This design comes from an exercise in tuning for small area, a short achievable clock period and few clock cycles per item on the open sky130 flow, not from production work. In this exercise RTL edits were held to simulation tests only and were not proved equivalent to the original. Power is estimated from default activity; no workload was simulated.

==> trial 67: inputs <==
Design udptl_encoder, start of the top module:
module udptl_encoder (
    input  wire        clk,
    input  wire        rst,
    input  wire        cmd_valid,
    output wire        cmd_ready,
    input  wire [5:0]  cmd_len,
    input  wire [1:0]  cfg_mode,
    input  wire [3:0]  cfg_span,
    input  wire [3:0]  cfg_entries,
    input  wire [15:0] cfg_far_max,
    input  wire        in_valid,
    output wire        in_ready,
    input  wire [7:0]  in_data,
    output wire        out_valid,
    input  wire        out_ready,
    output wire [7:0]  out_data,
    output wire        out_last,
    output wire        resp_valid,
    output wire [7:0]  resp_status,
    output wire [15:0] resp_seq,
    output wire [3:0]  resp_kept,
    output wire [9:0]  resp_len
);
clock: 12.0 ns
lec_check: 0
cap_margin: 20
core_margin: 2
core_utilization: 60
cts_cluster_diameter: 60
cts_cluster_size: 28
place_density: 0.72
slew_margin: 20
standard.sh (not shown) runs the stock make flow with config.mk's settings and CLKGATE_MAP_FILE= SYNTH_SCRIPT=/design/flow/synth_recipe.tcl, a recipe that flattens the netlist after the stock synthesis.
==> flow/flow/run.sh <==
#!/bin/bash
set -euo pipefail
bash standard.sh SETUP_SLACK_MARGIN=8.3 finish > orfs_flow.log 2>&1
==> inputs of trial 46, as changes to trial 67 <==
--- a/flow/design.v
+++ b/flow/design.v
@@ -76,19 +76,18 @@
     reg [7:0]  in_q;
     reg [1:0]  rd;
     reg [5:0]  r_idx;           
     reg [4:0]  r_D;             
     reg [3:0]  r_job;           
     reg [3:0]  r_nj;            
     reg [15:0] r_use;           
     reg        r_tag;           
-    reg [5:0]  r_plm1;          
-    reg [5:0]  r_elm1;          
-    reg        r_el0;           
+    reg [5:0]  r_plen;          
+    reg [5:0]  r_el;            
     reg [3:0]  r_slot;          
     reg [31:0] x1;              
     reg        x1_v;
     reg [7:0]  rf [0:FD-1];
     reg [FL-1:0] rf_wr, rf_rd;
     reg [FL:0] rf_cnt;
     reg [3:0]  state;
     reg        a_tag;
@@ -148,34 +147,16 @@
     assign out_last    = o_l;
     assign resp_valid  = r_v;
     assign resp_status = {5'd0, r_st};
     assign resp_seq    = r_seq;
     assign resp_kept   = r_kept;
     assign resp_len    = r_len;
     wire [3:0] cur   = seq[3:0];
     wire [9:0] olen_n = olen + {4'd0, bv} + 10'd1;    
-    reg  [3:0] pc_c, ps_c;
-    always @(*) begin
-        pc_c = 4'd0;
-        ps_c = 4'd0;
-        if (a_red) begin
-            pc_c = (sent < {1'b0, a_ent}) ? sent[3:0] : a_ent;
-        end else if (a_fec) begin
-            if (sent < {1'b0, a_prod}) begin
-                pc_c = {3'd0, sent[3:0] >= {1'b0, a_span}}
-                     + {3'd0, {1'b0, sent[3:0]} >= {a_span, 1'b0}}
-                     + {3'd0, {2'b0, sent[3:0]} >= ({2'b0, a_span} + {1'b0, a_span, 1'b0})};
-                ps_c = (sent[3:0] < a_span) ? 4'd0 : a_span;
-            end else begin
-                pc_c = a_ent;
-                ps_c = a_span;
-            end
-        end
-    end
     wire       a_red = (a_mode == MODE_RED);
     wire       a_fec = (a_mode == MODE_FEC);
     wire [127:0] rbytes;
     wire [95:0]  lens;
     wire         align = (r_D[1:0] == 2'b00);
     wire         wr_go = in_q_v & w_ok;
     wire         w_take;
     genvar g;
@@ -232,28 +213,26 @@
     wire in_fire  = in_valid & in_rdy;
     wire [4:0] G2 = G + 5'd2;
     wire [FL-1:0] rf_rd_n = rf_rd + 1'b1;
     wire [7:0] rf_head = rf[rf_rd];
     wire       rf_ne   = (rf_cnt != 0) & ~((rf_cnt == 1) & x1_v);
     wire       rf_nf   = ~rf_cnt[FL];
     wire       w_on_a  = w_busy & (w_tag == a_tag);
     wire       p_avail = ~(w_busy & (w_tag == r_tag)) | (w_cnt > r_idx);
-    wire       r_fin;
-    wire       r_take  = ((rd == RD_IDLE) | r_fin) & q_valid & q_age & q_wtaken & ~q_rtaken;
+    wire       r_take  = (rd == RD_IDLE) & q_valid & q_age & q_wtaken & ~q_rtaken;
+    wire [5:0] rd_len  = r_el;
     wire       r_view   = (a_tag == r_tag) & (state != S_IDLE) & (pl != PL_INIT);
     wire [3:0] r_job_n  = (rd == RD_WAIT) ? r_nj : r_job + 4'd1;
     wire       r_start  = r_view & (kept > r_job_n) & ((rd == RD_WAIT) | r_jend);
-    assign     r_fin    = r_view & pl_done & ~(kept > r_job_n) & ((rd == RD_WAIT) | r_jend);
     wire       r_first  = (r_job_n == 4'd0);
     wire [3:0] r_slot_n = r_first ? cur - 4'd1 : r_slot - 4'd1;
-    wire [5:0] r_el_n   = a_red ? lens[r_slot_n*6 +: 6] : elen_arr[r_job_n[1:0]*6 +: 6];
     wire       r_push  = rf_nf & align & (((rd == RD_PAY) & p_avail) |
-                                          ((rd == RD_EL) & ~r_el0));
-    wire       r_jend  = (rd == RD_EL) & (r_el0 | (r_push & (r_idx == r_elm1)));
+                                          ((rd == RD_EL) & (rd_len != 6'd0)));
+    wire       r_jend  = (rd == RD_EL) & ((rd_len == 6'd0) | (r_push & (r_idx + 6'd1 == rd_len)));
     wire [5:0] cur_elen = cel;
     wire       last_el  = lastel;
     wire       el_first = pfire & (((state == S_R1) & ~a_fec) | (state == S_R3));
     wire       el_next  = pfire & (((state == S_EL) & (cel == 6'd0)) |
                                    ((state == S_ED) & (a_rem == 6'd1)));
     wire [3:0] em_n     = el_first ? 4'd0 : em + 4'd1;
     wire [3:0] eslot_n  = el_first ? cur - 4'd1 : eslot - 4'd1;
     reg [7:0] pbyte;
@@ -356,24 +335,22 @@
                 else
                     in_rdy <= (w_rem != 6'd0) & (~w_ok | (w_started ? (G2 == w_nxt) : (G2[1:0] == 2'b00)));
             end
             rf_cnt <= rf_cnt + {{FL{1'b0}}, r_push} - {{FL{1'b0}}, rf_pop};
             if (x1_v) rf_wr <= rf_wr + 1'b1;
             x1_v <= r_push;
             if (rf_pop) rf_rd <= rf_rd_n;
             case (rd)
-                RD_PAY:  if (r_push && r_idx == r_plm1) rd <= RD_WAIT;
+                RD_IDLE: if (r_take && q_st == 3'd0) rd <= RD_PAY;
+                RD_PAY:  if (r_push && r_idx + 6'd1 == r_plen) rd <= RD_WAIT;
                 RD_WAIT: if (r_start) rd <= RD_EL;
-                         else if (r_fin) rd <= RD_IDLE;
-                RD_EL:   if (r_fin) rd <= RD_IDLE;
-                         else if (r_jend && !r_start) rd <= RD_WAIT;
-                default: ;
+                         else if (r_view && pl_done) rd <= RD_IDLE;
+                default: if (r_jend && !r_start) rd <= RD_WAIT;
             endcase
-            if (r_take) rd <= (q_st == 3'd0) ? RD_PAY : RD_IDLE;
             if (pfire) begin
                 case (state)
                     S_H0:  state <= S_H1;
                     S_H1:  state <= S_H2;
                     S_H2:  state <= S_PAY;
                     S_PAY: if (a_rem == 6'd1) state <= S_R0;
                     S_R0:  state <= S_R1;
                     S_R1:  if (a_fec) state <= S_R2;
@@ -443,33 +420,32 @@
         end else if (in_fire) begin
             w_started <= 1'b1;
             w_nxt     <= w_started ? w_nxt + 5'd1 : G2;
         end
         x1 <= x1_c;
         if (x1_v) rf[rf_wr] <= xbyte;
         if (r_start) begin
             r_slot <= r_slot_n;
-            r_elm1 <= r_el_n - 6'd1;
-            r_el0  <= (r_el_n == 6'd0);
+            r_el   <= a_red ? lens[r_slot_n*6 +: 6] : elen_arr[r_job_n[1:0]*6 +: 6];
         end
         r_D <= r_push ? r_D : r_D - 5'd1;
         if (r_push) r_idx <= r_idx + 6'd1;
         case (rd)
+            RD_IDLE: if (r_take) begin
+                r_idx  <= 6'd0;
+                r_D    <= ~G;
+                r_use  <= 16'd1 << q_slot;
+                r_tag  <= q_tag;
+                r_plen <= q_len;
+            end
             RD_PAY: r_nj <= 4'd0;
             RD_EL:  r_nj <= r_job + 4'd1;
             default: ;
         endcase
-        if (r_take) begin
-            r_idx  <= 6'd0;
-            r_D    <= ~G;
-            r_use  <= 16'd1 << q_slot;
-            r_tag  <= q_tag;
-            r_plm1 <= q_len - 6'd1;
-        end
         if (r_start) begin
             r_job <= r_job_n;
             r_idx <= 6'd0;
             r_D   <= ~G;
             r_use <= a_red ? {r_use[0], r_use[15:1]} : (r_first ? mask0 : {r_use[14:0], r_use[15]});
         end
         if (pfire) begin
             case (state)
@@ -531,30 +507,46 @@
                     kept  <= 4'd0;
                     bok   <= 1'b1;
                     bcnt  <= 4'd0;
                     mask0 <= 16'd0;
                     olen  <= {4'd0, a_len} + (a_fec ? 10'd7 : 10'd5);
                     pm <= 4'd0;
                     pj <= 4'd1;
                     pscan_end <= 1'b0;
-                    pc <= pc_c;
-                    ps <= ps_c;
-                    case (pc_c)
-                        4'd1:    begin ptr <= cur - 4'd1; pbase <= cur;        end
-                        4'd2:    begin ptr <= cur - 4'd2; pbase <= cur - 4'd1; end
-                        4'd3:    begin ptr <= cur - 4'd3; pbase <= cur - 4'd2; end
-                        default: begin ptr <= cur - 4'd4; pbase <= cur - 4'd3; end
-                    endcase
-                    if (a_red) ptr <= cur - 4'd1;
-                    if (pc_c == 4'd0) begin
+                    pl <= PL_INIT2;
+                    if (a_red) begin
+                        pc <= (sent < {1'b0, a_ent}) ? sent[3:0] : a_ent;
+                        ps <= 4'd0;
+                    end else if (a_fec) begin
+                        if (sent < {1'b0, a_prod}) begin
+                            pc <= {3'd0, sent[3:0] >= {1'b0, a_span}}
+                                + {3'd0, {1'b0, sent[3:0]} >= {a_span, 1'b0}}
+                                + {3'd0, {2'b0, sent[3:0]} >= ({2'b0, a_span} + {1'b0, a_span, 1'b0})};
+                            ps <= (sent[3:0] < a_span) ? 4'd0 : a_span;
+                        end else begin
+                            pc <= a_ent;
+                            ps <= a_span;
+                        end
+                    end else begin
+                        pc <= 4'd0;
+                        ps <= 4'd0;
+                    end
+                end
+                PL_INIT2: begin
+                    if (pc == 4'd0) begin
                         pl <= PL_IDLE;
                         pl_done <= 1'b1;
                     end else begin
                         pl <= PL_SCAN;
+                        if (a_red) ptr <= cur - 4'd1;
+                        else begin
+                            ptr   <= cur - pc;
+                            pbase <= cur - pc + 4'd1;
+                        end
                     end
                 end
                 PL_SCAN: begin
                     if (!pscan_end) begin
                         lv_v     <= 1'b1;
                         lv       <= (a_fec && ps == 4'd0) ? 6'd0 : lens[ptr*6 +: 6];
                         lv_first <= a_red | (ps == 4'd0) | (pj == 4'd1);
                         lv_last  <= a_red | (ps == 4'd0) | (pj == ps);
==> flow/flow/run.sh (replaced) <==
#!/bin/bash
set -euo pipefail
bash standard.sh SETUP_SLACK_MARGIN=9 finish > orfs_flow.log 2>&1
==> flow/config.mk (replaced) <==
export PLATFORM = sky130hd
export DESIGN_NAME = udptl_encoder
export DESIGN_NICKNAME = udptl_encoder
export VERILOG_FILES = /design/flow/design.v
export SDC_FILE = /design/flow/constraint.sdc
export NUM_CORES = 4
export LEC_CHECK = 0
export CAP_MARGIN = 20
export CORE_MARGIN = 2
export CORE_UTILIZATION = 65
export CTS_CLUSTER_DIAMETER = 60
export CTS_CLUSTER_SIZE = 28
export PLACE_DENSITY = 0.75
export SLEW_MARGIN = 20
==> qor summary <==
item	trial 46	trial 67
Xor-xnor portion of the synthesized cell area	2.28%	2.20%
Crit Path Max Fanout	1	7
Met3 capacity usage during global routing	3.23%	3.15%
Source of the worst register-to-register timing path	bv[1]	a_span[1]
Power density relative to cell area	228 nW/um^2	208 nW/um^2
Met2 wirelength from detailed routing	128 mm	119 mm
Power of the clock network	8.28 mW	8.52 mW
Number of distinct library cell variants in the gate-level netlist after synthesis	103	88
Crit Reg-Reg Endpoint	elen_arr[1]	ptr[1]
Core Footprint	195000 sq um	213000 sq um
Die extent in x	448 microns	467 microns
Overall routed net length	278 mm	268 mm
Buffering overhead	3.68%	2.08%
Instance area after placement	132000 sq um	133000 sq um
Worst-Margin Slew	1.17 ns	1.14 ns
Result of the run	timing/DRC/antenna clean	timing/DRC/antenna clean
Count of buffer and inverter cells on the critical path	1	3
Drt first-iter violations	5259	5229
CP Capture Type	primary output	flop
Fraction of post-synthesis cell area in the top cell type by area	66.7%	66.5%
Combinational fraction of design power	24.1%	15.1%
Power Total	33.2 mW	29.5 mW
Met1 usage	39.2%	35.7%
Register area share after synthesis	77.9%	77.8%
Tapcells inserted	2624	2821
Setup Buffers After CTS	172	61
Die height	448 microns	467 microns
Testbench counts of trial 67, summed over its fixed seeds: cycles 96,739, items 1,280.
Testbench counts of trial 46, summed over its fixed seeds: cycles 97,335, items 1,280.

what the ideal ports hide:
Ports are ideal in the flow. The routed layouts listed here were re-timed in OpenROAD.
Step 1 sets driving cells, clkbuf_16 on the clock port and buf_2 on the other inputs (assumed; they add their load-dependent delay and slew).
Step 2 times the ports against the registers' clock, not the clock port: input delays grow and output delays shrink by t, the midpoint of the rising clock arrivals with the driver on.
Three values: ideal, step 1, step 2; two values: the first two.
run	t, ns	slack for setup (ns)	cell pins on the clock port's net
trial 67	0.975	8.118 / 8.080 / 7.555	1
trial 46	0.952	8.167 / 8.081 / 8.253	1
After both steps setup and hold are still met in every run listed. The setup slack of trial 67, which loses most, moves by -0.038 ns with the drivers and by -0.563 ns with both steps.
